From an optimization exercise on the open Yosys and OpenROAD flow, aimed at small area; shortcuts taken in it are not production practice.
Where RTL was checked, it was by simulation tests only, not by an equivalence proof against the original.
Only the layout flow was run in run 3; the RTL was not checked for function there.
Power is estimated from default activity; no workload was simulated.

--- flow/flow/run.sh ---
#!/bin/bash
# Own layout flow: the standard layout (standard.sh), except that the
# synthesis maps the combinational logic with an area-oriented ABC script
# (flow/abc_area_map.script) instead of ORFS's delay-oriented one. The
# synthesis is otherwise ORFS's, run through the standard flow's synth_recipe.tcl, so the
# registers and their names are those of the standard synthesis. The port
# buffers that the standard flow inserts are plain buf_1 cells, and clock tree
# synthesis adds no dummy loads.
set -euo pipefail
W=$(pwd)
S=$FLOW_HOME/scripts
mkdir -p "$W/mysynth"
sed -e "s#\$::env(SCRIPTS_DIR)/abc_speed.script#$W/flow/abc_area_map.script#" \
    -e "s#\$::env(SCRIPTS_DIR)/abc_area.script#$W/flow/abc_area_map.script#" \
    "$S/synth_preamble.tcl" > "$W/mysynth/synth_preamble.tcl"
sed -e "s#\$::env(SCRIPTS_DIR)/synth_preamble.tcl#$W/mysynth/synth_preamble.tcl#" \
    "$S/synth.tcl" > "$W/mysynth/synth.tcl"
sed -e "s#\$::env(SCRIPTS_DIR)/synth.tcl#$W/mysynth/synth.tcl#" \
    "$W/synth_recipe.tcl" > "$W/mysynth/synth_recipe.tcl"
sed -E "s#SYNTH_SCRIPT=[^ ]+#SYNTH_SCRIPT=$W/mysynth/synth_recipe.tcl 'BUFFER_PORTS_ARGS=-buffer_cell sky130_fd_sc_hd__buf_1' 'CTS_ARGS=-sink_clustering_enable -repair_clock_nets -sink_clustering_size 18 -sink_clustering_max_diameter 55 -buf_list sky130_fd_sc_hd__clkbuf_8 -sink_clustering_buffer sky130_fd_sc_hd__clkbuf_8 -root_buf sky130_fd_sc_hd__clkbuf_4 -tree_buf sky130_fd_sc_hd__clkbuf_4 -dont_use_dummy_load'#" \
    "$W/standard.sh" > "$W/mysynth/standard.sh"
grep -q "abc_area_map.script" "$W/mysynth/synth_preamble.tcl"
grep -q "mysynth/synth_preamble.tcl" "$W/mysynth/synth.tcl"
grep -q "mysynth/synth.tcl" "$W/mysynth/synth_recipe.tcl"
grep -q "mysynth/synth_recipe.tcl 'BUFFER_PORTS_ARGS.*dont_use_dummy_load'" "$W/mysynth/standard.sh"
bash "$W/mysynth/standard.sh" > "$W/flow_make.log" 2>&1
--- flow/flow/abc_area_map.script ---
&get -n
&st
&syn2
&dch -f
&nf -R 1000 -p -C 32 -F 8 -A 4
&st
&syn2
&dch -f
&nf -R 1000 -p -C 32 -F 8 -A 4
&st
&syn2
&dch -f
&nf -R 1000 -p -C 32 -F 8 -A 4
&st
&syn2
&dch -f
&nf -R 1000 -p -C 32 -F 8 -A 4
&put
topo
--- flow/standard.sh ---
#!/bin/bash
# synth_recipe.tcl (not shown) runs the flow's synth.tcl, then flattens the netlist and writes it again
# the make line also repeats each setting of config.mk as NAME=value (left out here)
make -C /OpenROAD-flow-scripts/flow DESIGN_CONFIG=/design/flow/config.mk WORK_HOME=/design/flow/orfs CLKGATE_MAP_FILE= SYNTH_SCRIPT=/design/flow/synth_recipe.tcl "${@:-finish}"
--- flow/config.mk ---
export PLATFORM = sky130hd
export DESIGN_NAME = filter_core
export DESIGN_NICKNAME = filter_core
export VERILOG_FILES = /design/flow/design.v
export SDC_FILE = /design/flow/constraint.sdc
export NUM_CORES = 4
export LEC_CHECK = 0
export CAP_MARGIN = 20
export CORE_MARGIN = 2
export CORE_UTILIZATION = 40
export CTS_BUF_LIST = sky130_fd_sc_hd__clkbuf_8
export CTS_CLUSTER_DIAMETER = 55
export CTS_CLUSTER_SIZE = 18
export GPL_TIMING_DRIVEN = 0
export PLACE_DENSITY = 0.8
export SLEW_MARGIN = 0
--- flow/constraint.sdc ---
create_clock -name core_clock -period 12.0 [get_ports {clk}]
set_input_delay 2.4000 -clock core_clock [delete_from_list [all_inputs] [get_ports {clk}]]
set_output_delay 2.4000 -clock core_clock [all_outputs]
set_load 0.01 [all_outputs]
--- flow/design.v ---
module filter_core #(
    parameter NMAX = 32
) (
    input  wire        clk,
    input  wire        rst_n,
    input  wire        cmd_valid,
    output wire        cmd_ready,
    input  wire [23:0] cmd_data,
    output wire        rsp_valid,
    input  wire        rsp_ready,
    output wire [31:0] rsp_data,
    output wire        fault_o
);
    localparam [1:0] M_CONFIG = 2'd0, M_RUN = 2'd1, M_FAULT = 2'd2;
    localparam [7:0] OP_RESET = 8'h01, OP_RDREG = 8'h02, OP_RDW  = 8'h03,
                     OP_RDK   = 8'h04, OP_WSET  = 8'h05, OP_SETN = 8'h10,
                     OP_SETLIM= 8'h11, OP_SETDTH= 8'h12, OP_WPUSH= 8'h13,
                     OP_KPUSH = 8'h14, OP_INIT  = 8'h15, OP_LIM  = 8'h21,
                     OP_MED   = 8'h22, OP_AVG   = 8'h23, OP_SAVG = 8'h24,
                     OP_MAVG  = 8'h25, OP_SMAVG = 8'h26, OP_CSAVG= 8'h27,
                     OP_WSAVG = 8'h28, OP_DITH  = 8'h29;
    localparam [3:0] E_NONE  = 4'h0, E_ILL   = 4'h1, E_MODE  = 4'h2,
                     E_LOCKED= 4'h3, E_IDX   = 4'h4, E_CAP   = 4'h5,
                     E_NLEN  = 4'h6, E_WFILL = 4'h7, E_KLEN  = 4'h8,
                     E_KSUM  = 4'h9, E_DTH   = 4'hA, E_NTRIM = 4'hB,
                     E_NOWGT = 4'hC;
    localparam [5:0] K_ERRL  = 6'd32, K_ERRH  = 6'd33, K_FCODE = 6'd34,
                     K_FCMD0 = 6'd35, K_FCMD1 = 6'd36, K_FCMD2 = 6'd37,
                     K_LIMIT = 6'd38, K_MINR  = 6'd39, K_MAXR  = 6'd40,
                     K_Q1    = 6'd41, K_DCAND = 6'd42, K_DACC  = 6'd43;
    localparam [6:0] S_RST  = 7'd0,  S_HR1  = 7'd1,  S_IDLE = 7'd2,  S_DEC  = 7'd3,
                     S_WR   = 7'd4,  S_RESP = 7'd5,  S_FLT0 = 7'd6,  S_FLT1 = 7'd7,
                     S_FZ   = 7'd8,  S_CLR0 = 7'd9,  S_CLR1 = 7'd10, S_RDR1 = 7'd11,
                     S_RDR2 = 7'd12, S_RDR3 = 7'd13, S_KWS  = 7'd14, S_RDW  = 7'd15,
                     S_RDK  = 7'd16, S_WW   = 7'd17, S_KW   = 7'd18, S_KS0  = 7'd19,
                     S_KS1  = 7'd20, S_KCHK = 7'd21, S_CSR  = 7'd22, S_L1   = 7'd23,
                     S_L2   = 7'd24, S_CPY  = 7'd25, S_SLW  = 7'd26, S_SUM0 = 7'd27,
                     S_SUM1 = 7'd28, S_MIN0 = 7'd29, S_MIN1 = 7'd30, S_WMIN = 7'd31,
                     S_MAX0 = 7'd32, S_MAX1 = 7'd33, S_WMAX = 7'd34, S_VZ   = 7'd35,
                     S_V0   = 7'd36, S_V1   = 7'd37, S_V2   = 7'd38, S_V3   = 7'd39,
                     S_V4   = 7'd40, S_WQ1  = 7'd41, S_V5   = 7'd42, S_V6   = 7'd43,
                     S_V7   = 7'd44, S_V8   = 7'd45, S_Q1   = 7'd46, S_Q2   = 7'd47,
                     S_QF   = 7'd48, S_WS0  = 7'd49, S_WA   = 7'd50, S_WB   = 7'd51,
                     S_WC   = 7'd52, S_M1   = 7'd53, S_M2   = 7'd54, S_M3   = 7'd55,
                     S_M4   = 7'd56, S_M5   = 7'd57, S_M6   = 7'd58, S_M7   = 7'd59,
                     S_M8   = 7'd60, S_M9   = 7'd61, S_D0   = 7'd62, S_D1   = 7'd63,
                     S_D1B  = 7'd64, S_D2   = 7'd65, S_D3   = 7'd66, S_L3   = 7'd67,
                     S_WD   = 7'd68;
    reg [1:0]  mode;
    reg [7:0]  n_r;
    reg [15:0] dth;
    reg [5:0]  wcnt;
    reg [5:0]  kcnt;
    reg        kok;
    reg        dv;
    reg [20:0] acc;
    reg [12:0] kacc;
    reg [7:0]  res;
    reg [15:0] dcnt;
    reg [6:0]  state;
    reg [23:0] cmd_r;
    reg [3:0]  rcode;
    reg [4:0]  lc;
    reg [9:0]  mreg;
    reg        fl;
    reg [255:0] wring;
    reg [351:0] kring;
    reg [4:0]   wh;
    reg [5:0]   kh;
    wire [7:0]  whd = wring[7:0];
    wire [7:0]  wtl = wring[255:248];    
    wire [7:0]  khd = kring[7:0];
    reg         w_we, w_hold, k_we;
    wire [23:0] alu_r;
    always @(posedge clk) begin
        wring <= {(w_we ? alu_r[7:0] : wring[7:0]), wring[255:8]};
        kring <= {(k_we ? alu_r[7:0] : kring[7:0]), kring[351:8]};
    end
    wire kh_last = (kh == 6'd43);
    wire kh31    = (kh == 6'd31);
    always @(posedge clk) begin
        if (!rst_n) begin
            wh <= 5'd0;
            kh <= 6'd0;
        end else begin
            if (!w_hold)
                wh <= wh + 5'd1;
            kh <= kh_last ? 6'd0 : kh + 6'd1;
        end
    end
    assign cmd_ready = (state == S_IDLE);
    assign rsp_valid = (state == S_RESP);
    assign fault_o   = (mode == M_FAULT);
    assign rsp_data  = {4'd0, rcode, cmd_r};
    wire [7:0] op = cmd_r[23:16];
    wire [7:0] fb = cmd_r[15:8];
    wire [7:0] fa = cmd_r[7:0];
    reg legal;
    always @(*) begin
        case (op)
            OP_RESET, OP_MED, OP_AVG, OP_MAVG:
                legal = (fb == 8'd0) && (fa == 8'd0);
            OP_SETN, OP_SETLIM, OP_WPUSH, OP_KPUSH, OP_SAVG, OP_SMAVG,
            OP_CSAVG, OP_WSAVG, OP_DITH:
                legal = (fb == 8'd0);
            OP_RDREG, OP_RDW, OP_RDK:
                legal = (fa == 8'd0);
            OP_WSET, OP_LIM, OP_SETDTH:
                legal = 1'b1;
            OP_INIT:
                legal = (fb == 8'd0) && (fa[7:1] == 7'd0);
            default:
                legal = 1'b0;
        endcase
    end
    wire is_read  = (op == OP_RESET) || (op == OP_RDREG) || (op == OP_RDW) || (op == OP_RDK);
    wire cfg_only = (op == OP_SETN) || (op == OP_SETLIM) || (op == OP_SETDTH) ||
                    (op == OP_WPUSH) || (op == OP_KPUSH) || (op == OP_INIT);
    wire run_only = (op >= OP_LIM) && (op <= OP_DITH);
    reg [3:0] dec_fault;
    always @(*) begin
        dec_fault = E_NONE;
        if (!legal)
            dec_fault = E_ILL;
        else if (mode == M_FAULT && !is_read)
            dec_fault = E_LOCKED;
        else if ((mode == M_RUN && cfg_only) || (mode == M_CONFIG && run_only))
            dec_fault = E_MODE;
        else begin
            case (op)
                OP_RDREG: if (fb > 8'h13) dec_fault = E_IDX;
                OP_RDW, OP_WSET: if (fb >= {2'd0, wcnt}) dec_fault = E_IDX;
                OP_RDK: if (fb >= {2'd0, kcnt}) dec_fault = E_IDX;
                OP_WPUSH: if (wcnt[5]) dec_fault = E_CAP;
                OP_KPUSH: if (kcnt[5]) dec_fault = E_CAP;
                OP_INIT: begin
                    if (n_r < 8'd2 || n_r > 8'd32)        dec_fault = E_NLEN;
                    else if ({2'd0, wcnt} != n_r)          dec_fault = E_WFILL;
                    else if (dth == 16'd0)                 dec_fault = E_DTH;
                    else if (fa[0] && {2'd0, kcnt} != n_r) dec_fault = E_KLEN;
                end
                OP_MAVG, OP_SMAVG: if (n_r < 8'd3) dec_fault = E_NTRIM;
                OP_WSAVG: if (!kok) dec_fault = E_NOWGT;
                default: ;
            endcase
        end
    end
    wire [4:0] sel = fb[4:0];
    wire       rd_ring = (sel == 5'h02) || (sel == 5'h03) || (sel == 5'h04) ||
                         (sel == 5'h06) || (sel == 5'h0D) || (sel == 5'h0E) ||
                         (sel == 5'h0F) || (sel == 5'h11) || (sel == 5'h12);
    wire [5:0] rd_slot = (sel == 5'h02) ? K_ERRL  :
                         (sel == 5'h03) ? K_FCODE :
                         (sel == 5'h04) ? K_FCMD0 :
                         (sel == 5'h06) ? K_LIMIT :
                         (sel == 5'h0D) ? K_MINR  :
                         (sel == 5'h0E) ? K_MAXR  :
                         (sel == 5'h0F) ? K_Q1    :
                         (sel == 5'h11) ? K_DACC  : K_DCAND;
    localparam [2:0] A_ZERO = 3'd0, A_ACC = 3'd1, A_KACC = 3'd2, A_MREG = 3'd3,
                     A_DCNT = 3'd4, A_RES = 3'd5, A_ERR = 3'd6, A_ONES = 3'd7;
    localparam [4:0] B_ZERO = 5'd0, B_WH = 5'd1, B_KH = 5'd2, B_D = 5'd3,
                     B_HALF = 5'd4, B_FA = 5'd5, B_FB = 5'd6, B_DTH = 5'd7,
                     B_RES = 5'd8, B_N = 5'd9, B_NH = 5'd10, B_MREG = 5'd11,
                     B_NMAX = 5'd12, B_MODE = 5'd13, B_WCNT = 5'd14, B_KCNT = 5'd15,
                     B_FLAGS = 5'd16, B_RCODE = 5'd17, B_CMDB = 5'd18, B_TEN = 5'd19,
                     B_WT = 5'd20, B_LC = 5'd21;
    wire is_mavg  = (op == OP_MAVG) || (op == OP_SMAVG);
    wire is_wsavg = (op == OP_WSAVG);
    wire is_med   = (op == OP_MED);
    wire [5:0]  n6   = n_r[5:0];
    wire [5:0]  nsub = n6 - (is_mavg ? 6'd2 : (is_med ? 6'd1 : 6'd0));
    wire [12:0] dv_d = is_wsavg ? kacc : {7'd0, nsub};
    wire wmask = n_r[5] || (wh < n_r[4:0]);
    wire kmask = !kh[5] && (n_r[5] || (kh[4:0] < n_r[4:0]));
    wire first   = (mode != M_FAULT);
    wire dmatch  = dv && (fa == khd);
    reg [12:1] rc_hot;
    integer ci;
    always @(*)
        for (ci = 1; ci <= 12; ci = ci + 1)
            rc_hot[ci] = (rcode == ci);
    wire [7:0] err_set = ((kh == K_ERRL) ? {rc_hot[7:1], 1'b0} : {3'd0, rc_hot[12:8]}) & ~khd;
    wire [2:0] rr_asel = (sel == 5'h0B) ? A_ACC  :
                         (sel == 5'h0C) ? A_KACC :
                         (sel == 5'h10) ? A_RES  :
                         (sel == 5'h13) ? A_DCNT : A_ZERO;
    wire [4:0] rr_bsel = (sel == 5'h00) ? B_NMAX  :
                         (sel == 5'h01) ? B_MODE  :
                         (sel == 5'h05) ? B_N     :
                         (sel == 5'h07) ? B_DTH   :
                         (sel == 5'h08) ? B_WCNT  :
                         (sel == 5'h09) ? B_KCNT  :
                         (sel == 5'h0A) ? B_FLAGS : B_ZERO;
    reg [2:0] asel;
    reg [4:0] bsel;
    reg       binv, bcin;
    always @(*) begin
        asel = A_ZERO;
        bsel = B_ZERO;
        binv = 1'b0;
        bcin = 1'b0;
        case (state)
            S_DEC: begin
                case (op)
                    OP_WPUSH: bsel = B_WCNT;
                    OP_KPUSH: bsel = B_KCNT;
                    OP_MED, OP_SAVG, OP_SMAVG, OP_CSAVG, OP_WSAVG: bsel = B_N;
                    default:  bsel = B_FB;
                endcase
            end
            S_WW, S_L3: bsel = B_FA;
            S_SLW: if (op == OP_CSAVG) asel = A_RES; else bsel = B_FA;
            S_CSR: bsel = B_WT;
            S_WD, S_M9: begin asel = A_ONES; bsel = B_LC; end
            S_HR1, S_CLR1: bsel = (kh == K_LIMIT) ? B_TEN : B_ZERO;
            S_FLT1: begin
                if (kh == K_ERRL || kh == K_ERRH) begin asel = A_ERR; bsel = B_KH; end
                else if (kh == K_FCODE) bsel = B_RCODE;
                else bsel = B_CMDB;
            end
            S_KWS, S_KW: bsel = B_FA;
            S_RDW, S_WA, S_M1: bsel = B_WH;
            S_RDK, S_WB: bsel = B_KH;
            S_KS1: begin asel = A_KACC; bsel = kmask ? B_KH : B_ZERO; end
            S_KCHK: asel = A_KACC;
            S_L1:  begin asel = A_MREG; bsel = B_FA; binv = 1'b1; bcin = 1'b1; end
            S_L2:  begin asel = A_MREG; bsel = B_KH; binv = ~mreg[9]; end
            S_WMIN, S_WMAX, S_WQ1: asel = A_RES;
            S_SUM1: begin asel = (wh == 5'd0) ? A_ZERO : A_ACC; bsel = wmask ? B_WH : B_ZERO; end
            S_MIN1, S_MAX1: bsel = B_WH;
            S_V0, S_V1: begin asel = A_ACC; bsel = B_KH; binv = 1'b1; bcin = 1'b1; end
            S_V2:  begin asel = A_ACC; bsel = B_HALF; end
            S_V3:  begin asel = A_ACC; bsel = B_D; binv = 1'b1; bcin = 1'b1; end
            S_V4, S_QF: begin bsel = B_MREG; binv = 1'b1; bcin = 1'b1; end
            S_V5:  begin asel = A_ACC; bsel = B_D; end
            S_V6:  begin asel = A_ACC; bsel = B_HALF; binv = 1'b1; bcin = 1'b1; end
            S_V7, S_V8: begin asel = A_ACC; bsel = B_KH; end
            S_Q1:  begin asel = A_RES; bsel = B_NH; binv = 1'b1; bcin = ~n6[0]; end
            S_Q2:  begin asel = A_RES; bsel = B_N; binv = 1'b1; bcin = 1'b1; end
            S_WC:  begin asel = A_ACC; bsel = B_RES; end
            S_M2:  bsel = B_HALF;
            S_D0:  bsel = dmatch ? B_KH : B_FA;
            S_D1:  begin
                if (fl) begin asel = A_DCNT; bsel = B_DTH; binv = 1'b1; end
                bcin = 1'b1;
            end
            S_D2:  begin asel = A_DCNT; bsel = B_DTH; binv = 1'b1; bcin = 1'b1; end
            S_D1B: begin asel = A_DCNT; bcin = 1'b1; end
            S_D3:  bsel = fl ? B_MREG : (dv ? B_KH : B_FA);
            S_WR: begin
                case (op)
                    OP_RDREG: begin
                        asel = rr_asel;
                        bsel = rr_bsel;
                    end
                    OP_WSET, OP_SETN, OP_SETLIM: bsel = B_FA;
                    OP_SETDTH: bsel = B_DTH;
                    OP_WPUSH:  begin bsel = B_WCNT; bcin = 1'b1; end
                    OP_KPUSH:  begin bsel = B_KCNT; bcin = 1'b1; end
                    OP_INIT:   bsel = B_N;
                    OP_RESET:  ;
                    default:   asel = A_RES;
                endcase
            end
            default: ;
        endcase
    end
    reg [23:0] alu_a, alu_b;
    always @(*) begin
        case (asel)
            A_ACC:  alu_a = {3'd0, acc};
            A_KACC: alu_a = {11'd0, kacc};
            A_MREG: alu_a = {{14{mreg[9]}}, mreg};
            A_DCNT: alu_a = {8'd0, dcnt};
            A_RES:  alu_a = {16'd0, res};
            A_ERR:  alu_a = {16'd0, err_set};
            A_ONES: alu_a = 24'hFFFFFF;
            default: alu_a = 24'd0;
        endcase
        case (bsel)
            B_WH:    alu_b = {16'd0, whd};
            B_KH:    alu_b = {16'd0, khd};
            B_D:     alu_b = {11'd0, dv_d};
            B_HALF:  alu_b = {12'd0, dv_d[12:1]};
            B_FA:    alu_b = {16'd0, fa};
            B_FB:    alu_b = {16'd0, fb};
            B_DTH:   alu_b = {8'd0, dth};
            B_RES:   alu_b = {16'd0, res};
            B_N:     alu_b = {16'd0, n_r};
            B_NH:    alu_b = {19'd0, n6[5:1]};
            B_MREG:  alu_b = {{14{mreg[9]}}, mreg};
            B_NMAX:  alu_b = NMAX;
            B_MODE:  alu_b = {22'd0, mode};
            B_WCNT:  alu_b = {18'd0, wcnt};
            B_KCNT:  alu_b = {18'd0, kcnt};
            B_FLAGS: alu_b = {22'd0, dv, kok};
            B_RCODE: alu_b = {20'd0, rcode};
            B_CMDB:  alu_b = {16'd0, (kh == K_FCMD0) ? cmd_r[7:0] :
                                     ((kh == K_FCMD1) ? cmd_r[15:8] : cmd_r[23:16])};
            B_TEN:   alu_b = 24'd10;
            B_WT:    alu_b = {16'd0, wtl};
            B_LC:    alu_b = {19'd0, lc};
            default: alu_b = 24'd0;
        endcase
    end
    assign alu_r = alu_a + (alu_b ^ {24{binv}}) + {23'd0, bcin};
    wire   alu_neg = alu_r[23];
    wire   alu_z   = (alu_r == 24'd0);
    wire hd_lt = whd < res;
    wire hd_gt = whd > res;
    wire hd_eq = !hd_lt && !hd_gt;
    wire       mz       = (mreg == 10'd0);
    wire [9:0] mreg_dec = mreg - 10'd1;
    wire       wh_hit   = (wh == lc);
    wire       kh_hit   = (kh == {1'b0, lc});
    wire       wh_last  = (wh == 5'd31);
    always @(*) begin
        w_we   = 1'b0;
        w_hold = 1'b0;
        k_we   = 1'b0;
        if (rst_n) begin
            case (state)
                S_WW:  w_we = wh_hit;
                S_SLW: begin w_we = wh_hit; w_hold = wh_hit; end
                S_KW:  k_we = kh_hit;
                S_HR1, S_CLR1: k_we = kh[5];
                S_FLT1: k_we = (kh == K_ERRL) || (kh == K_ERRH) || first;
                S_KWS: k_we = (kh == K_LIMIT);
                S_WMIN: k_we = (kh == K_MINR);
                S_WMAX: k_we = (kh == K_MAXR);
                S_WQ1: k_we = (kh == K_Q1);
                S_D0:  k_we = (kh == K_DCAND);
                S_D3:  k_we = (kh == K_DACC);
                default: ;
            endcase
        end
    end
    wire do_reset = (state == S_DEC) && (dec_fault == E_NONE) && (op == OP_RESET);
    always @(posedge clk) begin
        if (!rst_n || do_reset) begin
            mode    <= M_CONFIG;
            n_r     <= 8'd0;
            dth     <= 16'd10;
            wcnt    <= 6'd0;
            kcnt    <= 6'd0;
            kok     <= 1'b0;
            dv      <= 1'b0;
            acc     <= 21'd0;
            kacc    <= 13'd0;
            res     <= 8'd0;
            dcnt    <= 16'd0;
        end
        if (!rst_n) begin
            state <= S_RST;
        end else begin
            case (state)
            S_RST:  if (kh31) state <= S_HR1;
            S_HR1:  if (kh_last) state <= S_IDLE;
            S_CLR0: if (kh31) state <= S_CLR1;
            S_CLR1: if (kh_last) state <= S_WR;
            S_IDLE: begin
                if (cmd_valid) begin
                    cmd_r <= cmd_data;
                    state <= S_DEC;
                end
            end
            S_DEC: begin
                rcode <= dec_fault;
                state <= S_WR;
                if (dec_fault != E_NONE) begin
                    state <= S_FLT0;
                end else begin
                    case (op)
                    OP_RESET: state <= S_CLR0;
                    OP_RDREG: begin
                        fl <= (fb[4:0] == 5'h04);
                        if (rd_ring) state <= S_RDR1;
                    end
                    OP_RDW: begin lc <= alu_r[4:0]; state <= S_RDW; end
                    OP_RDK: begin lc <= alu_r[4:0]; state <= S_RDK; end
                    OP_WSET: begin lc <= alu_r[4:0]; state <= S_WW; end
                    OP_SETN:   n_r <= fa;
                    OP_SETLIM: state <= S_KWS;
                    OP_SETDTH: dth <= {fb, fa};
                    OP_WPUSH: begin
                        lc    <= alu_r[4:0];
                        state <= S_WW;
                    end
                    OP_KPUSH: begin
                        lc    <= alu_r[4:0];
                        state <= S_KW;
                    end
                    OP_INIT: begin
                        if (fa[0]) begin
                            state <= S_KS0;
                        end else begin
                            kok  <= 1'b0;
                            dv   <= 1'b0;
                            mode <= M_RUN;
                        end
                    end
                    OP_LIM: begin
                        res   <= alu_r[7:0];
                        mreg  <= alu_r[9:0];
                        state <= S_L1;
                    end
                    OP_MED: begin
                        lc    <= alu_r[4:0];
                        state <= S_M9;
                    end
                    OP_AVG, OP_MAVG: state <= S_SUM0;
                    OP_SAVG, OP_SMAVG, OP_WSAVG: begin
                        lc    <= alu_r[4:0];
                        state <= S_SLW;
                    end
                    OP_CSAVG: begin
                        lc    <= alu_r[4:0];
                        state <= S_CSR;
                    end
                    OP_DITH: state <= S_D0;
                    default: ;    
                    endcase
                end
            end
            S_WR: begin
                cmd_r <= alu_r;
                if (op == OP_WPUSH) wcnt <= alu_r[5:0];
                if (op == OP_KPUSH) kcnt <= alu_r[5:0];
                state <= S_RESP;
            end
            S_RESP: if (rsp_ready) state <= S_IDLE;
            S_FLT0: if (kh31) state <= S_FLT1;
            S_FLT1: if (kh == K_FCMD2) state <= S_FZ;
            S_FZ: begin
                if (first) mode <= M_FAULT;
                cmd_r <= alu_r;
                state <= S_RESP;
            end
            S_RDR1: if (kh == rd_slot) begin
                cmd_r <= {khd, cmd_r[23:8]};
                state <= S_RDR2;
            end
            S_RDR2: begin
                cmd_r <= {((cmd_r[7:0] == 8'h02 || cmd_r[7:0] == 8'h04) ? khd : 8'd0), cmd_r[23:8]};
                state <= S_RDR3;
            end
            S_RDR3: begin
                cmd_r <= {(fl ? khd : 8'd0), cmd_r[23:8]};
                state <= S_RESP;
            end
            S_KWS: if (kh == K_LIMIT) state <= S_WR;
            S_RDW: if (wh_hit) begin cmd_r <= alu_r; state <= S_RESP; end
            S_RDK: if (kh_hit) begin cmd_r <= alu_r; state <= S_RESP; end
            S_WW:  if (wh_hit) state <= S_WR;
            S_KW:  if (kh_hit) state <= S_WR;
            S_KS0: if (kh_last) state <= S_KS1;
            S_KS1: begin
                kacc <= alu_r[12:0];
                if (kh_last) state <= S_KCHK;
            end
            S_KCHK: begin
                if (alu_z) begin
                    rcode <= E_KSUM;
                    state <= S_FLT0;
                end else begin
                    kok   <= 1'b1;
                    dv    <= 1'b0;
                    mode  <= M_RUN;
                    state <= S_WR;
                end
            end
            S_CSR: if (wh_hit) begin
                res   <= alu_r[7:0];
                mreg  <= alu_r[9:0];
                state <= S_L1;
            end
            S_L1: begin
                mreg  <= alu_r[9:0];
                state <= S_L2;
            end
            S_L2: if (kh == K_LIMIT) begin
                fl    <= mreg[9] ? !alu_neg : alu_neg;    
                state <= S_L3;
            end
            S_L3: begin
                if (fl) res <= alu_r[7:0];
                state <= (op == OP_LIM) ? S_WR : S_SLW;
            end
            S_SLW: if (wh_hit) begin
                if (is_wsavg) state <= S_WS0;
                else          state <= S_SUM0;
            end
            S_SUM0: if (wh_last) state <= S_SUM1;
            S_SUM1: begin
                acc <= alu_r[20:0];
                if (wh_last) state <= is_mavg ? S_MIN0 : S_VZ;
            end
            S_MIN0: if (wh_last) state <= S_MIN1;
            S_MIN1: begin
                if (wh == 5'd0 || (wmask && hd_lt))
                    res <= alu_r[7:0];
                if (wh_last) state <= S_WMIN;
            end
            S_WMIN: if (kh == K_MINR) state <= S_MAX0;
            S_MAX0: if (wh_last) state <= S_MAX1;
            S_MAX1: begin
                if (wh == 5'd0 || (wmask && hd_gt))
                    res <= alu_r[7:0];
                if (wh_last) state <= S_WMAX;
            end
            S_WMAX: if (kh == K_MAXR) state <= S_VZ;
            S_VZ: begin mreg <= alu_r[9:0]; state <= is_mavg ? S_V0 : S_V2; end
            S_V0: if (kh == K_MINR) begin acc <= alu_r[20:0]; state <= S_V1; end
            S_V1: if (kh == K_MAXR) begin acc <= alu_r[20:0]; state <= S_V2; end
            S_V2: begin
                acc   <= alu_r[20:0];
                state <= S_V3;
            end
            S_V3: begin
                if (!alu_neg) begin
                    acc  <= alu_r[20:0];
                    mreg <= mreg_dec;
                end else
                    state <= S_V4;
            end
            S_V4: begin
                mreg  <= alu_r[9:0];
                res   <= alu_r[7:0];
                state <= is_wsavg ? S_WQ1 : S_V5;
            end
            S_WQ1: if (kh == K_Q1) state <= S_V5;
            S_V5: begin
                if (!mz) begin
                    acc  <= alu_r[20:0];
                    mreg <= mreg_dec;
                end else
                    state <= S_V6;
            end
            S_V6: begin
                acc <= alu_r[20:0];
                if (is_mavg)       state <= S_V7;
                else if (is_wsavg) state <= S_Q1;
                else               state <= S_WR;
            end
            S_V7: if (kh == K_MINR) begin acc <= alu_r[20:0]; state <= S_V8; end
            S_V8: if (kh == K_MAXR) begin acc <= alu_r[20:0]; state <= S_WR; end
            S_Q1, S_Q2: begin
                if (!alu_neg) begin
                    res   <= alu_r[7:0];
                    mreg  <= mreg_dec;
                    state <= S_Q2;
                end else
                    state <= S_QF;
            end
            S_QF: begin
                res   <= alu_r[7:0];
                state <= S_WR;
            end
            S_WS0: begin
                acc   <= alu_r[20:0];
                state <= S_WD;
            end
            S_WD: begin
                lc    <= alu_r[4:0];
                state <= S_WA;
            end
            S_WA: if (wh_hit) begin res <= alu_r[7:0]; state <= S_WB; end
            S_WB: if (kh_hit) begin mreg <= alu_r[9:0]; state <= S_WC; end
            S_WC: begin
                if (!mz) begin
                    acc  <= alu_r[20:0];
                    mreg <= mreg_dec;
                end else if (lc == 5'd0) begin
                    state <= S_VZ;
                end else begin
                    state <= S_WD;
                end
            end
            S_M1: if (wh_hit) begin
                res   <= alu_r[7:0];
                state <= S_M2;
            end
            S_M2: begin
                mreg  <= alu_r[9:0];
                state <= S_M3;
            end
            S_M3: if (wh_last) state <= S_M4;
            S_M4: begin
                if (wmask && hd_lt) mreg <= mreg_dec;
                if (wh_last) state <= S_M5;
            end
            S_M5: state <= mreg[9] ? S_M9 : S_M6;
            S_M6: if (wh_last) state <= S_M7;
            S_M7: begin
                if (wmask && hd_eq) mreg <= mreg_dec;
                if (wh_last) state <= S_M8;
            end
            S_M8: state <= mreg[9] ? S_WR : S_M9;
            S_M9: begin
                lc    <= alu_r[4:0];
                state <= S_M1;
            end
            S_D0: if (kh == K_DCAND) begin
                mreg  <= alu_r[9:0];
                fl    <= dmatch;
                state <= S_D1;
            end
            S_D1: begin
                if (!fl) begin
                    dcnt  <= alu_r[15:0];
                    state <= S_D2;
                end else
                    state <= alu_z ? S_D2 : S_D1B;
            end
            S_D1B: begin dcnt <= alu_r[15:0]; state <= S_D2; end
            S_D2: begin
                fl    <= alu_z;
                state <= S_D3;
            end
            S_D3: if (kh == K_DACC) begin
                res   <= alu_r[7:0];
                dv    <= 1'b1;
                state <= S_WR;
            end
            default: state <= S_RST;
            endcase
        end
    end
endmodule
==> reports/results.tsv, run 1 <==
stage	metric	value	unit
critical_path	max_stage_delay	1.06	ns
global_routing	grtUsageMet3	5.81	%
min_path	min_from	kring[79]	
floorplanning	row_count	91	
layout	seq_area	0.0158	sq mm
layout	fillCellCount	5826	
yosys	yosysUniqueCellTypes	63	
layout	finalCoreUtilization	44.1	%
yosys	yosys_warnings	1	
critical_path	crit_fanout	24	
cts	cts.path.max_buffers	3	
layout	layout_commonest_cell	dfxtp_1	
critical_path	arrival	11.64	ns
critical_path	rr_worst_depth	34	
floorplanning	start_util	40.3	%
cts	cts_num_sinks	768	
critical_path	cpLargestDelayFamily	simple AND/OR/NAND/NOR gates	
global_routing	antenna_found_initial	5	
timing	post-route-period-util	91.0	%
layout	synthToLayoutAreaGrowth	9.39	%
timing	rsz0062_at_grt	no	
timing	worstMarginPinSlew	1.26	ns
layout	nNetsFinal	2527	
floorplanning	fp.dieH	253	um
critical_path	critPathBufInv	1	
detailed_routing	vias	19124	
yosys	ys_seq_elements	768	
cts	htree_levels	2	
timing	finalSetupViolations	0	
power	powerDensity	137	mW/mm^2
critical_path	r2r-start	cmd_r[16]	
cts	ctsResizeCount	0	
detailed_routing	drtIter0Drc	2600	
critical_path	critPathLaunchType	register	
timing	maxSlewViolCount	0	
timing	finClkSkew	0.109	ns
yosys	seq_area_frac_synth	63.7	%
critical_path	regToRegSetupSlack	1.08	ns
detailed_routing	wirelength	76.9	mm
detailed_routing	vias_per_cell	5.84	
layout	final_cell_mix	dfxtp_1 (724), nand2_1 (236), o21ai_0 (195)	
critical_path	r2r_end	state[1]	
layout	multi_input_area	0.00883	sq mm
detailed_routing	post_drt_wl_per_cell	23.5	um
cts	ctsRootBufferMaster	clkbuf_4	
floorplanning	die_area	0.0641	sq mm
global_routing	grt-ovfl-total	0	
timing	fin_tns_setup	0	ns
cts	insertion_delay	0.85	ns
global_routing	use_met1	31.5	%
global_routing	track_usage	23.6	%
critical_path	required	12.71	ns
yosys	synth_area	0.0248	sq mm
min_path	whs_path_depth	0	
critical_path	cpMaxStageDelayCell	edfxtp_1	
floorplanning	core	0.0616	sq mm
yosys	ys.flop_type	dfxtp_1	
detailed_routing	first_pass_iters	9	
timing	period_needed	10.92	ns
global_routing	grtUsageMet2	35.6	%
detailed_routing	drc_errors	0	
place	gp_congestion	1.03	
yosys	syn_inst	2295	
cts	cts_inserted_buffers	51	
global_routing	grt_max_degree	43	
min_path	whs_endpoint	kring[71]	
place	dp_hpwl	55.9	mm
yosys	syn_area_per_cell	10.8	sq um
power	p_leak	10.2	nW
cts	clkTransAtPathRegs	0.10	ns
yosys	async_flop_share	0	%
global_routing	grt_pass1_vias	17936	
critical_path	path_class	register to register	
yosys	synth_edf_count	44	
power	ir_worst_vdd	0.000112	V
run_status	status	timing/DRC/antenna clean	
timing	timing.slew.headroom	15.7	%
floorplanning	io_pins	63	
min_path	hold_class	register to register	
timing	fmax	0.0916	GHz
floorplanning	die_w	253	um
global_routing	busiest_layer	met2	
cts	hold_buffers	0	
cts	post-cts-setup-buffer-count	0	
cts	tritoncts	yes	
place	dpl.cell_count	3215	
run	max_cap_viol_count	0	
layout	drive_gt1_share	4.07	%
layout	fin_cells	3275	
global_routing	grt_pass1_wl	114	mm
critical_path	endpoint_kind	register	
timing	hold_viol_final	0	
place	port_buffers	58	
detailed_routing	antenna_left	0	
-- final cells by class --
cell class	count	area share, %
flip-flops and latches	768	58.2
multi-input cells	1458	32.5
well taps	837	3.85
clock buffers	51	2.47
repair buffers	86	1.87
inverters	68	0.940
plain buffers	4	0.111
diodes	3	0.0276
-- synthesized netlist by cell type (all sizes together) (10+ instances only) --
| library cell | number | share of area [%] |
|---|---|---|
| clkinv | 68 | 1.0 |
| a22o | 25 | 0.88 |
| dfxtp | 724 | 58 |
| nand3 | 101 | 2.0 |
| a2111oi | 10 | 0.35 |
| nand2 | 236 | 3.6 |
| nand2b | 30 | 0.76 |
| a21o | 12 | 0.36 |
| nor2b | 25 | 0.63 |
| o31ai | 12 | 0.36 |
| nor3 | 64 | 1.3 |
| a21boi | 11 | 0.33 |
| o22ai | 13 | 0.33 |
| a31oi | 26 | 0.65 |
| o21ai | 196 | 3.9 |
| ha | 59 | 3.0 |
| nor2 | 143 | 2.2 |
| nor4 | 36 | 0.91 |
| edfxtp | 44 | 5.3 |
| a21oi | 117 | 2.4 |
| a22oi | 39 | 1.2 |
| a221oi | 23 | 0.81 |
| xnor2 | 36 | 1.3 |
| and3 | 12 | 0.30 |
| xor2 | 36 | 1.3 |
| a222oi | 29 | 1.2 |
| nand4 | 33 | 0.83 |
-- report_power, final --
part | total, mW | switching (mW) | internal [mW]
combinational | 0.0630 | 0.0420 | 0.0210
sequential | 2.58 | 0.00895 | 2.57
clock | 1.07 | 0.711 | 0.358
total | 3.71 | 0.762 | 2.95
-- layer usage --
metal | vias up | share of wire (%)
met3 | 304 | 11
met4 | 6 | 6.0
li1 | 8621 | -
met1 | 8988 | 40
met5 | - | 0.035
met2 | 1205 | 42
-- state kept, by name, summed over array words and instances (netlist names), 7 cells and up --
name and cells:
dcnt 16, state 7, kacc 13, mreg 10
kring 352, wring 256, cmd_r 24, n_r 8
dth 16, acc 21, res 8
-- logic make-up after synthesis --
kind of cell / synth area share [%]
buffers and inverters: 1.15
AOI/OAI and AO/OA: 15.1
xor gates and xnor gates: 2.54
muxes: 0.207
and+or+nand+nor: 14.1
adders and majority gates: 3.21
DFF: 63.7
other: 0.0151
-- how the worst max path moves through the flow --
stage                    from       end  slack (ns)  cells past startpoint
finish              cmd_r[16]  state[1]        1.08                     34
global route        cmd_r[16]  state[6]        0.69                     34
CTS                 cmd_r[21]  state[1]        1.53                     35
detailed placement  cmd_r[16]  state[1]        1.55                     34
global placement     state[3]    acc[2]       -2.10                     28
floorplan           cmd_r[20]    acc[0]        3.24                     29
-- per-stage QoR --
step                total power, mW  hold slack (ns)  setup slack, ns  cell area, sq um
floorplan                      2.67            0.310             3.24             24800
global placement               2.70            0.310            -2.10             26100
detailed placement             2.70            0.312             1.55             26400
CTS                            3.74            0.282             1.53             27100
global route                   3.83            0.283            0.687             27200
finish                         3.71            0.290             1.08             27200
==> run 2: changes to the inputs <==
--- a/flow/config.mk
+++ b/flow/config.mk
@@ -13,4 +13,4 @@
 export CTS_CLUSTER_SIZE = 18
 export GPL_TIMING_DRIVEN = 0
 export PLACE_DENSITY = 0.8
-export SLEW_MARGIN = 0
+export SLEW_MARGIN = 5
==> reports/results.tsv, run 2 <==
stage	metric	value	unit	change
place	gp_congestion	1.03		unchanged
critical_path	endpoint_kind	register		
yosys	synth_area	0.0248	sq mm	unchanged
yosys	yosysUniqueCellTypes	63		unchanged
cts	cts.path.max_buffers	3		unchanged
layout	synthToLayoutAreaGrowth	9.38	%	about the same
global_routing	track_usage	23.6	%	+0.052 points
floorplanning	fp.dieH	253	um	unchanged
power	p_sw	0.765	mW	+0.37%
detailed_routing	drc_errors	0		unchanged
power	p_int	2.96	mW	+0.22%
critical_path	cpLargestDelayFamily	simple AND/OR/NAND/NOR gates		
critical_path	path_class	register to register		
global_routing	grt_pass1_wl	114	mm	+0.56%
global_routing	grtUsageMet2	35.0	%	-0.64 points
detailed_routing	vias_per_cell	5.88		+0.61%
global_routing	grt-ovfl-total	0		unchanged
critical_path	crit_fanout	9		-63%
timing	fin_tns_setup	0	ns	unchanged
cts	ctsResizeCount	0		unchanged
detailed_routing	post_drt_wl_per_cell	23.6	um	+0.34%
yosys	synth_edf_count	44		unchanged
cts	clkTransAtPathRegs	0.10	ns	about the same
floorplanning	core	0.0616	sq mm	unchanged
cts	hold_buffers	0		unchanged
place	pre_cts_ws	1.49	ns	-0.0651 ns
layout	top_regs	kring: 352 flops, wring: 256 flops, cmd_r: 24 flops		
power	p_leak	10.2	nW	about the same
layout	drive_gt1_share	4.15	%	+0.080 points
detailed_routing	antenna_left	0		unchanged
layout	largest_register_ffs	352		unchanged
power	combPwrFrac	1.7	%	about the same
critical_path	required	12.67	ns	-0.04 ns
power	ir_worst_vdd	0.000138	V	+23%
timing	finalSetupViolations	0		unchanged
power	seqPwrFrac	69.3	%	-0.2 points
cts	tritoncts	yes		
yosys	async_flop_share	0	%	unchanged
global_routing	grt_max_degree	41		-4.7%
timing	period_needed	11.08	ns	+0.154 ns
layout	finalCoreUtilization	44.1	%	about the same
place	dp_hpwl	56.2	mm	+0.68%
global_routing	busiest_layer	met2		
critical_path	critPathBufInv	1		unchanged
timing	timing.slew.headroom	20.9	%	+5.2 points
timing	worstMarginPinSlew	1.18	ns	-0.0805 ns
timing	timing.final.ws_setup	0.923	ns	-0.154 ns
yosys	synth_top_area_cell	dfxtp_1		
timing	fmax	0.0903	GHz	-1.4%
cts	ctsRootBufferMaster	clkbuf_4		
timing	hold_viol_final	0		unchanged
detailed_routing	vias	19241		+0.61%
layout	layout_commonest_cell	dfxtp_1		
detailed_routing	drtIter0Drc	2730		+5.0%
critical_path	critPathLaunchType	register		
yosys	seq_area_frac_synth	63.7	%	unchanged
global_routing	antenna_found_initial	5		unchanged
yosys	yosys_warnings	1		unchanged
power	p_sw_share	20.6	%	+0.025 points
timing	maxSlewViolCount	0		unchanged
place	dpl.cell_count	3216		+0.031%
timing	post-route-period-util	92.3	%	+1.3 points
cts	cts_inserted_buffers	52		+2.0%
yosys	ys.flop_type	dfxtp_1		
global_routing	use_met1	31.4	%	-0.13 points
global_routing	grtUsageMet3	6.54	%	+0.73 points
yosys	synth_top_area_share	58.4	%	unchanged
critical_path	arrival	11.75	ns	+0.11 ns
floorplanning	die_w	253	um	unchanged
detailed_routing	wirelength	77.2	mm	+0.34%
timing	rsz0062_at_grt	no		
yosys	netlist_top_cells_count	dfxtp_1 (724), nand2_1 (236), o21ai_0 (196)		
floorplanning	io_pins	63		unchanged
power	pwr-share-clk	29.0	%	+0.2 points
layout	largest_register	kring		
yosys	post-synth-top-count-cell	dfxtp_1		
yosys	synthTopCellsByArea	dfxtp_1 (58%), edfxtp_1 (5.3%), o21ai_0 (3.9%), nand2_1 (3.6%), ha_1 (3.0%)		
layout	fin_cells	3275		unchanged
global_routing	grt_pass1_vias	18128		+1.1%
detailed_routing	first_pass_iters	8		-1
min_path	hold_class	register to register		
timing	finClkSkew	0.115	ns	+0.00640 ns
floorplanning	start_util	40.3	%	unchanged
place	port_buffers	58		unchanged
floorplanning	die_area	0.0641	sq mm	unchanged
layout	final_cell_mix	dfxtp_1 (724), nand2_1 (236), o21ai_0 (195)		
yosys	syn_area_per_cell	10.8	sq um	unchanged
timing	worst_hold_slack	0.265	ns	-0.0255 ns
cts	insertion_delay	0.85	ns	about the same
cts	htree_levels	2		unchanged
floorplanning	row_count	91		unchanged
power	powerDensity	137	mW/mm^2	+0.25%
critical_path	cpMaxStageDelayCell	nor4bb_1		
run	max_cap_viol_count	0		unchanged
cts	cts_num_sinks	768		unchanged
critical_path	max_stage_delay	0.85	ns	-0.21 ns
layout	fillCellCount	5779		-0.81%
layout	nNetsFinal	2528		+0.040%
run_status	status	timing/DRC/antenna clean		
yosys	syn_inst	2295		unchanged
yosys	ys_seq_elements	768		unchanged
cts	post-cts-setup-buffer-count	0		unchanged
run 2: cell counts after synthesis:
Identical to the previous run, type by type.
run 2: worst paths after layout:
kind,from,end,cells after the start,slack [ns]
hold reg to reg,kring[232],kring[224],0,0.26
setup reg to reg,cmd_r[21],state[6],35,0.92
hold / removal,kring[232],kring[224],0,0.26
setup / recovery,cmd_r[21],state[6],35,0.92
run 2: power groups by stage:
stage                     clock network [mW]  registers (mW)  logic [mW]
after floorplan                            0            2.64      0.0363
after global placement                     0            2.64      0.0579
after detailed placement                   0            2.64      0.0596
after CTS                               1.10            2.58      0.0598
after global routing                    1.19            2.58      0.0673
final                                   1.08            2.58      0.0630
run 2: per-stage QoR:
stage | power, mW | instance area, sq um
detailed placement | 2.70 | 26400
CTS | 3.74 | 27100
floorplan | 2.67 | 24800
global route | 3.84 | 27200
finish | 3.72 | 27200
global placement | 2.70 | 26100
run 2: metal layers:
layer / share of wire [%] / routed length [um]
met1: 40 / 31100
met2: 42 / 32100
met3: 12 / 9200
met4: 6.0 / 4670
met5: 0.061 / 47
run 2: layout make-up:
type                    count  area (sq um)  area share [%]
flip-flops and latches    768         15800            58.2
diodes                      2          5.00          0.0184
multi-input cells        1458          8840            32.5
plain buffers               4          30.0           0.111
repair buffers             86           493            1.81
clock buffers              52           684            2.52
inverters                  68           255           0.940
well taps                 837          1050            3.85
run 2: logic make-up after synthesis:
family	after synthesis	synth area share [%]
AOI/OAI and AO/OA	580	15.1
xor gates and xnor gates	72	2.54
adders and majority gates	62	3.21
buffers and inverters	72	1.15
DFF	768	63.7
muxes	5	0.207
other	1	0.0151
and+or+nand+nor	735	14.1
==> run 3: changes to the inputs <==
--- a/flow/design.v
+++ b/flow/design.v
@@ -117,6 +117,8 @@
     wire cfg_only = (op == OP_SETN) || (op == OP_SETLIM) || (op == OP_SETDTH) ||
                     (op == OP_WPUSH) || (op == OP_KPUSH) || (op == OP_INIT);
     wire run_only = (op >= OP_LIM) && (op <= OP_DITH);
+    wire [5:0] icnt    = (op == OP_RDK) ? kcnt : wcnt;
+    wire       idx_bad = (fb >= {2'd0, icnt});
     reg [3:0] dec_fault;
     always @(*) begin
         dec_fault = E_NONE;
@@ -129,8 +131,7 @@
         else begin
             case (op)
                 OP_RDREG: if (fb > 8'h13) dec_fault = E_IDX;
-                OP_RDW, OP_WSET: if (fb >= {2'd0, wcnt}) dec_fault = E_IDX;
-                OP_RDK: if (fb >= {2'd0, kcnt}) dec_fault = E_IDX;
+                OP_RDW, OP_WSET, OP_RDK: if (idx_bad) dec_fault = E_IDX;
                 OP_WPUSH: if (wcnt[5]) dec_fault = E_CAP;
                 OP_KPUSH: if (kcnt[5]) dec_fault = E_CAP;
                 OP_INIT: begin
==> reports/results.tsv, run 3 <==
stage	metric	value	unit	change
critical_path	r2r-start	cmd_r[21]		
critical_path	r2r_end	rcode[0]		
yosys	synth_area	0.0247	sq mm	-0.35%
yosys	synth_compound_area_share	14.8	%	-0.29 points
power	ir_worst_vdd	0.000158	V	+15%
yosys	synth-xor-area-share	2.80	%	+0.26 points
critical_path	critPathLaunchType	register		
yosys	post-synth-top-count-cell	dfxtp_1		
layout	largest_register_ffs	352		unchanged
layout	fin_cells	3222		-1.6%
global_routing	grt-ovfl-total	0		unchanged
detailed_routing	vias	19007		-1.2%
timing	post-route-period-util	91.5	%	-0.80 points
timing	period_needed	10.98	ns	-0.0958 ns
power	p_leak	10.4	nW	+1.6%
yosys	async_flop_share	0	%	unchanged
cts	cts.path.max_buffers	3		unchanged
power	p_total	3.77	mW	+1.3%
detailed_routing	post_drt_wl_per_cell	23.2	um	-1.5%
global_routing	grt_max_degree	41		unchanged
timing	rsz0062_at_grt	no		
floorplanning	start_util	40.3	%	-0.066 points
floorplanning	die_w	253	um	-0.17%
critical_path	worstSetupEndpoint	rcode[0]		
cts	cts_inserted_buffers	55		+5.8%
detailed_routing	antenna_left	0		unchanged
timing	hold_viol_final	0		unchanged
global_routing	track_usage	23.2	%	-0.49 points
critical_path	max_stage_delay	0.98	ns	+0.13 ns
timing	finalSetupViolations	0		unchanged
yosys	yosys_warnings	1		unchanged
global_routing	grt_pass1_vias	18109		-0.10%
layout	layout_commonest_cell	dfxtp_1		
critical_path	required	12.41	ns	-0.26 ns
cts	post-cts-setup-buffer-count	0		unchanged
critical_path	arrival	11.39	ns	-0.36 ns
yosys	ys_seq_elements	768		unchanged
cts	hold_buffers	0		unchanged
layout	nNetsFinal	2517		-0.44%
detailed_routing	wirelength	74.9	mm	-3.1%
yosys	synth-simple-area-share	14.2	%	+0.029 points
place	dpl.cell_count	3162		-1.7%
critical_path	endpoint_kind	register		
yosys	synth_edf_count	44		unchanged
cts	clkTransAtPathRegs	0.11	ns	about the same
critical_path	worst_path_most_repeated_cell	nor2_1		
yosys	muxShareOfSynthArea	0.536	%	+0.33 points
power	powerDensity	139	mW/mm^2	+1.5%
critical_path	path_class	register to register		
detailed_routing	drtIter0Drc	2703		-0.99%
floorplanning	io_pins	63		unchanged
cts	cts_num_sinks	768		unchanged
yosys	ys.flop_type	dfxtp_1		
detailed_routing	vias_per_cell	5.90		+0.41%
cts	insertion_delay	0.88	ns	+0.03 ns
critical_path	cpMaxStageDelayCell	nor4_2		
place	port_buffers	58		unchanged
global_routing	antenna_found_initial	3		-2
floorplanning	fp.dieH	253	um	-0.17%
yosys	syn_inst	2286		-0.39%
cts	ctsResizeCount	0		unchanged
layout	multi_input_area	0.00882	sq mm	-0.16%
yosys	synth_adder_area_share	2.92	%	-0.29 points
timing	worstMarginPinSlew	1.22	ns	+0.0394 ns
timing	worst_hold_slack	0.275	ns	+0.00984 ns
timing	finClkSkew	0.142	ns	+0.0271 ns
yosys	synthTopCellsByArea	dfxtp_1 (59%), edfxtp_1 (5.3%), nand2_1 (3.5%), o21ai_0 (3.2%), a21oi_1 (3.1%)		
layout	final_cell_mix	dfxtp_1 (724), nand2_1 (231), nor2_1 (176)		
layout	synthToLayoutAreaGrowth	9.54	%	
yosys	yosysUniqueCellTypes	63		unchanged
layout	top_regs	kring: 352 flops, wring: 256 flops, cmd_r: 24 flops		
run_status	status	timing/DRC/antenna clean		
critical_path	rr_worst_depth	28		-20%
layout	seq_area	0.0158	sq mm	unchanged
layout	fillCellCount	5788		+0.16%
cts	htree_levels	2		unchanged
layout	finalCoreUtilization	44.1	%	about the same
floorplanning	row_count	91		unchanged
timing	maxSlewViolCount	0		unchanged
place	gp_congestion	1.06		+2.5%
critical_path	regToRegSetupSlack	1.02	ns	+0.10 ns
yosys	synth_top_area_cell	dfxtp_1		
floorplanning	die_area	0.0639	sq mm	-0.34%
yosys	seq_area_frac_synth	63.9	%	+0.22 points
layout	largest_register	kring		
place	dp_hpwl	54.3	mm	-3.4%
cts	ctsRootBufferMaster	clkbuf_4		
detailed_routing	first_pass_iters	9		+1
yosys	syn_area_per_cell	10.8	sq um	about the same
yosys	synth_top_family_by_area	compound AO/OA/AOI/OAI gates		
critical_path	crit_fanout	11		+2
min_path	hold_class	register to register		
layout	drive_gt1_share	4.24	%	+0.091 points
global_routing	grt_pass1_wl	112	mm	-2.1%
timing	timing.slew.headroom	18.6	%	-2.3 points
run	max_cap_viol_count	0		unchanged
cts	tritoncts	yes		
yosys	synth_top_area_share	58.6	%	+0.20 points
timing	fmax	0.0911	GHz	+0.87%
floorplanning	core	0.0615	sq mm	-0.18%
detailed_routing	drc_errors	0		unchanged
critical_path	crit_start	cmd_r[21]		
yosys	netlist_top_cells_count	dfxtp_1 (724), nand2_1 (231), nor2_1 (177)		
run 3: cells by family (layout without fill, tap and decap cells):
kind of cell | count (synthesis) | in the layout
adder cells (fa/ha/maj) | 56 | 56
AO/OA/AOI/OAI | 564 | 564
multiplexers | 13 | 13
flip-flops | 768 | 768
other | 1 | 5
AND/OR/NAND/NOR | 750 | 750
XOR/XNOR | 79 | 79
buffers and inverters | 55 | 197
run 3: layer usage:
metal / wire length [um] / vias to the layer above / GRT usage [%]
met5: 12 / - / 0
met4: 5120 / 2 / 13.6
met3: 7780 / 334 / 4.53
met2: 31500 / 1181 / 34.5
met1: 30400 / 8935 / 31.2
li1: - / 8555 / -
run 3: power breakdown:
| part | internal (mW) | switching [mW] |
|---|---|---|
| Sequential | 2.57 | 0.00840 |
| Combinational | 0.0271 | 0.0492 |
| Clock | 0.386 | 0.728 |
| Total | 2.98 | 0.786 |
run 3: cell type report:
cell class / instances / area share, %
plain buffers: 4 / 0.111
well taps: 790 / 3.65
repair buffers: 87 / 1.98
inverters: 51 / 0.706
diodes: 1 / 0.00923
multi-input cells: 1466 / 32.5
clock buffers: 55 / 2.68
flip-flops and latches: 768 / 58.3
run 3: per-stage QoR:
step,worst slack (ns),TNS [ns],cell area (sq um)
finish,1.02,0,27100
global route,0.621,0,27100
CTS,1.16,0,27100
detailed placement,1.21,0,26400
global placement,-2.19,-52.58,26000
floorplan,3.03,0,24800
run 3: worst min-delay path by stage:
stage / end / cells past startpoint / from / slack [ns]
3_5_place_dp: kring[317] / 0 / kring[325] / 0.31
3_3_place_gp: wring[99] / 0 / wring[107] / 0.31
4_1_cts: wring[219] / 0 / wring[227] / 0.28
6_report: kring[337] / 0 / kring[345] / 0.27
5_1_grt: kring[337] / 0 / kring[345] / 0.28
2_1_floorplan: kring[0] / 0 / kring[8] / 0.31
run 3: critical path, delay by kind of cell, from the launching register on:
family          cells  cell delay [ns]
flops               1             0.66
xor+xnor            1             0.97
compound gates      5             1.74
buf+inv             1             0.30
simple gates       19             5.87
fa+ha+maj           2             0.91

## afterwards: timing with drivers on the ports
In the flow no input, the clock included, has a driving cell. The finished layouts below were timed again as built, in two steps.
Step 1: set_driving_cell puts a clkbuf_16 on clk and a buf_2 on each other input, an assumption about the parent block.
Step 2, shift: input delay + t, output delay - t, t = (earliest + latest rising clock arrival at the registers) / 2. This alone moves slack from input paths to output paths.
a / b / c = ideal ports / drivers / drivers and shift; a / b = the first two.
run	t, ns	setup WS [ns]	hold slack, ns	latest minus earliest clock arrival (ns)	worst slew at a driven data input, ns
run 1	0.847	1.077 / 1.077 / 1.077	0.290 / 0.290 / 0.290	0.109 / 0.108	0.14
run 2	0.849	0.923 / 0.923 / 0.923	0.265 / 0.265 / 0.265	0.119 / 0.119	0.13
run 3	0.864	1.019 / 1.019 / 1.019	0.275 / 0.275 / 0.275	0.142 / 0.142	0.06
After both steps every run listed still meets setup and hold.
